Source: an optimization exercise on an open RTL-to-GDS flow (aim: small area). Production flows keep margins and buffers that such runs may drop.
Function was checked by simulation only, so behaviour that the tests miss may differ from the original.
No driver is modelled on the clock port, so clocking that relies on it looks cheaper here than on a real chip.
Power figures rest on the tool's default switching activity, not on a simulated workload.

== run A ==
Design ref8_core, start of the top module:
module ref8_core (
    input  wire        clk,
    input  wire        rst,           
    input  wire        cmd_valid,
    input  wire        cmd_op,        
    output wire        cmd_ready,
    output wire        mem_req,
    output wire        mem_we,
    output wire [15:0] mem_addr,
    output wire [7:0]  mem_wdata,
    input  wire        mem_ready,
    input  wire [7:0]  mem_rdata,
    output wire [1:0]  phase,
    output wire        halted,
    output wire [1:0]  halt_cause,
    output wire [63:0] cycle_count,
    output wire [15:0] pc,
    output wire [15:0] sp,
    output wire [7:0]  flags,
    output wire [7:0]  r0,
    output wire [7:0]  r1,
    output wire [7:0]  r2,
    output wire [7:0]  r3
);
==> flow/config.mk <==
export PLATFORM = sky130hd
export DESIGN_NAME = ref8_core
export DESIGN_NICKNAME = ref8_core
export VERILOG_FILES = /design/flow/design.v
export SDC_FILE = /design/flow/constraint.sdc
export NUM_CORES = 4
export LEC_CHECK = 0
export ABC_AREA = 1
export CAP_MARGIN = 20
export CORE_MARGIN = 2
export CORE_UTILIZATION = 66
export PLACE_DENSITY = 0.78
export SLEW_MARGIN = 20
==> flow/constraint.sdc <==
create_clock -name core_clock -period 8.0 [get_ports {clk}]
set_input_delay 1.6000 -clock core_clock [delete_from_list [all_inputs] [get_ports {clk}]]
set_output_delay 1.6000 -clock core_clock [all_outputs]
set_load 0.01 [all_outputs]
standard.sh (not shown) runs the stock make flow with config.mk's settings and CLKGATE_MAP_FILE= SYNTH_SCRIPT=/design/flow/synth_recipe.tcl, a recipe that flattens the netlist after the stock synthesis.
==> flow/flow/run.sh <==
#!/bin/bash
# Own layout flow: the standard flow, with the port buffers made of the
# smallest buffer cell, and a clock tree built from clkbuf_4 without dummy
# loads, whose heavily loaded buffers are then upsized (flow/post_cts.tcl).
# Each tool's output goes to a log file of its own.
set -euo pipefail
export BUFFER_PORTS_ARGS="-buffer_cell sky130_fd_sc_hd__buf_1"
export CTS_ARGS="-sink_clustering_enable -repair_clock_nets -dont_use_dummy_load -buf_list sky130_fd_sc_hd__clkbuf_4"
export POST_CTS_TCL="$(pwd)/flow/post_cts.tcl"
bash standard.sh > flow_make.log 2>&1
==> flow/flow/post_cts.tcl <==
# After clock tree synthesis: the tree is built from clkbuf_4; give each
# clock buffer that drives more than 11 pins a clkbuf_8, so that every
# flip-flop clock pin sees a fast edge, then legalize the placement again.
set upsized 0
foreach inst [get_cells *] {
  if {[get_property $inst ref_name] ne "sky130_fd_sc_hd__clkbuf_4"} { continue }
  set op [get_pins -of_objects $inst -filter "direction==output"]
  set loads [get_pins -of_objects [get_nets -of_objects $op] -filter "direction==input"]
  if {[llength $loads] > 11} {
    replace_cell $inst sky130_fd_sc_hd__clkbuf_8
    incr upsized
  }
}
puts "post_cts: upsized $upsized clock buffers"
detailed_placement
check_placement -verbose
estimate_parasitics -placement
Run A: flow completed, timing, DRC and antenna clean
#### Input delta (run B over run A)
Settings: changing CORE_UTILIZATION from 66 to 60; changing PLACE_DENSITY from 0.78 to 0.75.
==> flow/flow/post_cts.tcl <==
# After clock tree synthesis: the tree is built from clkbuf_4; give each
# clock buffer that drives more than 11 pins a clkbuf_8, so that every
# flip-flop clock pin sees a fast edge.  Then size the logic down where the
# timing allows it, and legalize the placement again.
set upsized 0
foreach inst [get_cells *] {
  if {[get_property $inst ref_name] ne "sky130_fd_sc_hd__clkbuf_4"} { continue }
  set op [get_pins -of_objects $inst -filter "direction==output"]
  set loads [get_pins -of_objects [get_nets -of_objects $op] -filter "direction==input"]
  if {[llength $loads] > 11} {
    replace_cell $inst sky130_fd_sc_hd__clkbuf_8
    incr upsized
  }
}
puts "post_cts: upsized $upsized clock buffers"
estimate_parasitics -placement
report_design_area
repair_timing -recover_power 100
report_design_area
detailed_placement
check_placement -verbose
estimate_parasitics -placement
Notes after the runs:
- For run A, the end of the critical path was halt_cause[0], unlike run B, where it was halt_cause[1].
- Between run B and run A, the clock latency reported for the late side of the worst-skew pair does not differ in any meaningful way.
- Of the two candidates, run A has the worse overall power and run B the better one.
- Compared with run A, run B shows a initial core utilization that is 6.4 points lower.
- Higher critical-path maximum fanout was reported by run A, not run B.
- Average cell area after synthesis: run A vs run B identical
- Setup slack for run B: 0.40 ns down relative to run A
Modified inputs, run C compared to run B
==> flow/flow/post_cts.tcl <==
# After clock tree synthesis: the tree is built from clkbuf_4; give each
# clock buffer that drives more than 11 pins a clkbuf_8, so that every
# flip-flop clock pin sees a fast edge.  Then give the logic gates their
# smallest drive strength, let repair_design fix any slew or load the
# smaller cells cannot take, and legalize the placement again.
set upsized 0
foreach inst [get_cells *] {
  if {[get_property $inst ref_name] ne "sky130_fd_sc_hd__clkbuf_4"} { continue }
  set op [get_pins -of_objects $inst -filter "direction==output"]
  set loads [get_pins -of_objects [get_nets -of_objects $op] -filter "direction==input"]
  if {[llength $loads] > 11} {
    replace_cell $inst sky130_fd_sc_hd__clkbuf_8
    incr upsized
  }
}
puts "post_cts: upsized $upsized clock buffers"
report_design_area
set downsized 0
foreach inst [get_cells *] {
  set m [get_property $inst ref_name]
  if {[string match "*clk*" $m] || [string match "*__df*" $m] || [string match "*__edf*" $m]} { continue }
  if {[regexp {^(sky130_fd_sc_hd__[a-z0-9]+)_([0-9]+)$} $m -> base drive] && $drive > 1} {
    foreach d {1 0} {
      set lc [get_lib_cells -quiet "*/${base}_$d"]
      if {[llength $lc] > 0} {
        replace_cell $inst [get_full_name [lindex $lc 0]]
        incr downsized
        break
      }
    }
  }
}
puts "post_cts: downsized $downsized cells"
estimate_parasitics -placement
repair_design
report_design_area
repair_timing -recover_power 100
report_design_area
detailed_placement
check_placement -verbose
estimate_parasitics -placement
Results
- Run C -> run B: final wirelength flat
- Final-layout fill cell count | run C above run B
- Run C vs run B — measured slew at the worst slew-check pin rose 0.026 ns.
- Between run B and run C, the difference in simple-gate area share of the yosys netlist is negligible.
- On run C: met2 track utilization from global routing is 0.27 points lower than what run B gave.
- Run C vs. run B: setup slack has increased; via count has decreased.
What run D does differently from run C at the input level:
==> flow/flow/run.sh <==
#!/bin/bash
set -euo pipefail
export BUFFER_PORTS_ARGS="-buffer_cell sky130_fd_sc_hd__buf_1"
export CTS_ARGS="-sink_clustering_enable -repair_clock_nets -dont_use_dummy_load -buf_list sky130_fd_sc_hd__clkbuf_4"
export POST_CTS_TCL="$(pwd)/flow/post_cts.tcl"
bash standard.sh > flow_make.log 2>&1
[summary]
Run D finished every stage and its layout cleared the timing, design-rule and antenna checks.
As far as initial antenna violation count goes, run D and run C are indistinguishable; the numbers are identical.
Re simple-gate share of the synthesized area: no difference whatsoever between run C and run D.
On source-to-sink clock delay at the later pin of the worst-skew pair, run C and run D are neck and neck.
As far as die height goes, run D and run C are indistinguishable; the numbers are identical.

* * *

ref8_core, a different RTL version from the one above (not shown whole).
Size in the first run: ~710 cells after synthesis, about 190 flip-flops, about 180 I/O pins, about 0.0070 mm2 of cells after synthesis.
clock: 8.0 ns
lec_check: 0
abc_area: 1
cap_margin: 20
core_margin: 2
core_utilization: 60
place_density: 0.75
slew_margin: 20
==> flow/flow/run.sh <==
#!/bin/bash
# Own layout flow: the standard flow, with the port buffers made of the
# smallest buffer cell and a clock tree built from small clock buffers
# without dummy loads.  Each tool's output goes to a log file of its own.
set -euo pipefail
export BUFFER_PORTS_ARGS="-buffer_cell sky130_fd_sc_hd__buf_1"
export CTS_ARGS="-sink_clustering_enable -repair_clock_nets -dont_use_dummy_load -buf_list {sky130_fd_sc_hd__clkbuf_4 sky130_fd_sc_hd__clkbuf_8} -sink_clustering_size 10 -sink_clustering_max_diameter 60"
bash standard.sh > flow_make.log 2>&1
Change:
==> flow/flow/run.sh (replaced) <==
#!/bin/bash
# Own layout flow: the standard flow, with the port buffers made of the
# smallest buffer cell and a clock tree built from small clock buffers
# without dummy loads.  Each tool's output goes to a log file of its own.
set -euo pipefail
export BUFFER_PORTS_ARGS="-buffer_cell sky130_fd_sc_hd__buf_1"
export CTS_ARGS="-sink_clustering_enable -repair_clock_nets -dont_use_dummy_load -buf_list sky130_fd_sc_hd__clkbuf_8"
bash standard.sh > flow_make.log 2>&1
- CORE_UTILIZATION: 60 -> 40
- PLACE_DENSITY: 0.75 -> 0.6
After rerunning: Clock skew rises by 13 ps. Setup slack degrades by 17 ps. Hold slack barely changes. Cell area grows by 1.3%. Flip-flop and latch count does not change. Power goes down by 0.35%. Synthesized cell count does not change. Routed wire length is lower by 3.1%. Core utilization goes down by 23 points. Global-route usage falls by 9.4 points.

* * *

RTL: one of the versions met above, not the one the previous note started from.
Size in the first run: about 190 flip-flops, ~6600 um2 of cells after synthesis.
Settings: LEC_CHECK=0, ABC_AREA=1, CAP_MARGIN=20, CORE_MARGIN=2, CORE_UTILIZATION=60, PLACE_DENSITY=0.75, SLEW_MARGIN=20; clock period 8.0 ns.
==> flow/flow/run.sh <==
#!/bin/bash
set -euo pipefail
export BUFFER_PORTS_ARGS="-buffer_cell sky130_fd_sc_hd__buf_1"
export CTS_ARGS="-sink_clustering_enable -repair_clock_nets -dont_use_dummy_load -buf_list sky130_fd_sc_hd__clkbuf_4"
export SKIP_REPAIR_TIE_FANOUT=1
export POST_CTS_TCL="$(pwd)/flow/post_cts.tcl"
bash standard.sh > flow_make.log 2>&1
==> flow/flow/post_cts.tcl <==
# After clock tree synthesis: the tree is built from clkbuf_4; give each
# clock buffer that drives more than 11 pins a clkbuf_8, so that every
# flip-flop clock pin sees a fast edge.  Then give the logic gates their
# smallest drive strength, let repair_design fix any slew or load the
# smaller cells cannot take, and legalize the placement again.
set upsized 0
foreach inst [get_cells *] {
  if {[get_property $inst ref_name] ne "sky130_fd_sc_hd__clkbuf_4"} { continue }
  set op [get_pins -of_objects $inst -filter "direction==output"]
  set loads [get_pins -of_objects [get_nets -of_objects $op] -filter "direction==input"]
  if {[llength $loads] > 11} {
    replace_cell $inst sky130_fd_sc_hd__clkbuf_8
    incr upsized
  }
}
puts "post_cts: upsized $upsized clock buffers"
report_design_area
set downsized 0
foreach inst [get_cells *] {
  set m [get_property $inst ref_name]
  if {[string match "*clk*" $m] || [string match "*__df*" $m] || [string match "*__edf*" $m]} { continue }
  if {[regexp {^(sky130_fd_sc_hd__[a-z0-9]+)_([0-9]+)$} $m -> base drive] && $drive > 1} {
    foreach d {1 0} {
      set lc [get_lib_cells -quiet "*/${base}_$d"]
      if {[llength $lc] > 0} {
        replace_cell $inst [get_full_name [lindex $lc 0]]
        incr downsized
        break
      }
    }
  }
}
puts "post_cts: downsized $downsized cells"
estimate_parasitics -placement
repair_design
report_design_area
repair_timing -recover_power 100
report_design_area
detailed_placement
check_placement -verbose
estimate_parasitics -placement
Edit:
==> flow/flow/run.sh (replaced) <==
#!/bin/bash
# Own layout flow: the standard flow, with the port buffers made of the
# smallest buffer cell, and a clock tree built from clkbuf_4 without dummy
# loads, whose heavily loaded buffers are then upsized (flow/post_cts.tcl).
# Each tool's output goes to a log file of its own.
set -euo pipefail
export BUFFER_PORTS_ARGS="-buffer_cell sky130_fd_sc_hd__buf_1"
export CTS_ARGS="-sink_clustering_enable -repair_clock_nets -dont_use_dummy_load -buf_list sky130_fd_sc_hd__clkbuf_4"
export POST_CTS_TCL="$(pwd)/flow/post_cts.tcl"
bash standard.sh > flow_make.log 2>&1
==> flow/flow/post_cts.tcl (replaced) <==
# After clock tree synthesis: the tree is built from clkbuf_4; give each
# clock buffer that drives more than 11 pins a clkbuf_8, so that every
# flip-flop clock pin sees a fast edge, then legalize the placement again.
set upsized 0
foreach inst [get_cells *] {
  if {[get_property $inst ref_name] ne "sky130_fd_sc_hd__clkbuf_4"} { continue }
  set op [get_pins -of_objects $inst -filter "direction==output"]
  set loads [get_pins -of_objects [get_nets -of_objects $op] -filter "direction==input"]
  if {[llength $loads] > 11} {
    replace_cell $inst sky130_fd_sc_hd__clkbuf_8
    incr upsized
  }
}
puts "post_cts: upsized $upsized clock buffers"
detailed_placement
check_placement -verbose
estimate_parasitics -placement
The changed run completed without violations; register-to-register slack improves by 0.10 ns; via count is about the same; design area grows slightly; power shrinks slightly.
Edit:
==> flow/flow/run.sh (replaced) <==
#!/bin/bash
set -euo pipefail
export BUFFER_PORTS_ARGS="-buffer_cell sky130_fd_sc_hd__buf_1"
export CTS_ARGS="-sink_clustering_enable -repair_clock_nets -dont_use_dummy_load -buf_list sky130_fd_sc_hd__clkbuf_4"
export SKIP_REPAIR_TIE_FANOUT=1
export POST_CTS_TCL="$(pwd)/flow/post_cts.tcl"
bash standard.sh > flow_make.log 2>&1
==> flow/flow/post_cts.tcl (replaced) <==
# After clock tree synthesis: the tree is built from clkbuf_4; give each
# clock buffer that drives more than 12 pins a clkbuf_8, so that every
# flip-flop clock pin sees a fast edge.  Then give the logic gates their
# smallest drive strength, let repair_design fix any slew or load the
# smaller cells cannot take, and legalize the placement again.
set upsized 0
foreach inst [get_cells *] {
  if {[get_property $inst ref_name] ne "sky130_fd_sc_hd__clkbuf_4"} { continue }
  set op [get_pins -of_objects $inst -filter "direction==output"]
  set loads [get_pins -of_objects [get_nets -of_objects $op] -filter "direction==input"]
  if {[llength $loads] > 12} {
    replace_cell $inst sky130_fd_sc_hd__clkbuf_8
    incr upsized
  }
}
puts "post_cts: upsized $upsized clock buffers"
report_design_area
set downsized 0
foreach inst [get_cells *] {
  set m [get_property $inst ref_name]
  if {[string match "*clk*" $m] || [string match "*__df*" $m] || [string match "*__edf*" $m]} { continue }
  if {[regexp {^(sky130_fd_sc_hd__[a-z0-9]+)_([0-9]+)$} $m -> base drive] && $drive > 1} {
    foreach d {1 0} {
      set lc [get_lib_cells -quiet "*/${base}_$d"]
      if {[llength $lc] > 0} {
        replace_cell $inst [get_full_name [lindex $lc 0]]
        incr downsized
        break
      }
    }
  }
}
puts "post_cts: downsized $downsized cells"
estimate_parasitics -placement
repair_design
report_design_area
repair_timing -recover_power 100
report_design_area
detailed_placement
check_placement -verbose
estimate_parasitics -placement
Cell area goes down slightly.
Wire length drops by a few percent.
Power fell slightly.
Sequential share of layout area rose by 0.97 points.
Hold slack is worse by 0.0045 ns.
Clock skew rose by 0.0040 ns.
Register-to-register slack got worse by 0.10 ns.
Edit:
==> flow/flow/run.sh (replaced) <==
#!/bin/bash
# Own layout flow: the standard flow, with the port buffers made of the
# smallest buffer cell and a clock tree built from small clock buffers
# without dummy loads.  Each tool's output goes to a log file of its own.
set -euo pipefail
export BUFFER_PORTS_ARGS="-buffer_cell sky130_fd_sc_hd__buf_1"
export CTS_ARGS="-sink_clustering_enable -repair_clock_nets -dont_use_dummy_load -buf_list {sky130_fd_sc_hd__clkbuf_4 sky130_fd_sc_hd__clkbuf_8} -sink_clustering_size 10 -sink_clustering_max_diameter 60"
bash standard.sh > flow_make.log 2>&1
removed: flow/flow/post_cts.tcl
=>
- setup slack improved by 0.47 ns
- cell count is higher by 0.30%
- fmax goes up by 13%
- wire length went up by about 2%
- clock power came out higher by 13%
- global-route usage climbs by 0.49 points
- core utilization grows by 1.7 points

## what the ideal ports hide
The results above use ideal ports. As a check the final layouts listed here were re-extracted and re-timed, cells and wires unchanged.
Step 1: set_driving_cell puts a clkbuf_16 on clk and a buf_2 on each other input, an assumption about the parent block.
Step 2 also shifts input and output timing later by t, the mid clock arrival at the registers, as if the neighbouring blocks saw the same clock.
Slacks: no drivers / after step 1 / after step 2; pairs: no drivers / after step 1.
run | shift t [ns] | setup slack, ns | worst slew at a driven data input, ns
run A | 0.474 | 4.466 / 4.428 / 4.902 | 0.05
run B | 0.471 | 4.064 / 4.028 / 4.499 | 0.04
run C | 0.473 | 4.205 / 4.168 / 4.640 | 0.04
run D | 0.473 | 4.205 / 4.168 / 4.640 | 0.04
the first run of note 2 | 0.476 | 4.447 / 4.408 / 4.883 | 0.05
the second run of note 2 | 0.479 | 4.430 / 4.394 / 4.873 | 0.04
the first run of note 3 | 0.467 | 3.996 / 3.964 / 4.431 | 0.04
the second run of note 3 | 0.472 | 4.461 / 4.425 / 4.897 | 0.04
the third run of note 3 | 0.465 | 4.006 / 3.975 / 4.440 | 0.04
the fourth run of note 3 | 0.485 | 4.472 / 4.434 / 4.920 | 0.04
After both steps every run listed still meets setup and hold.
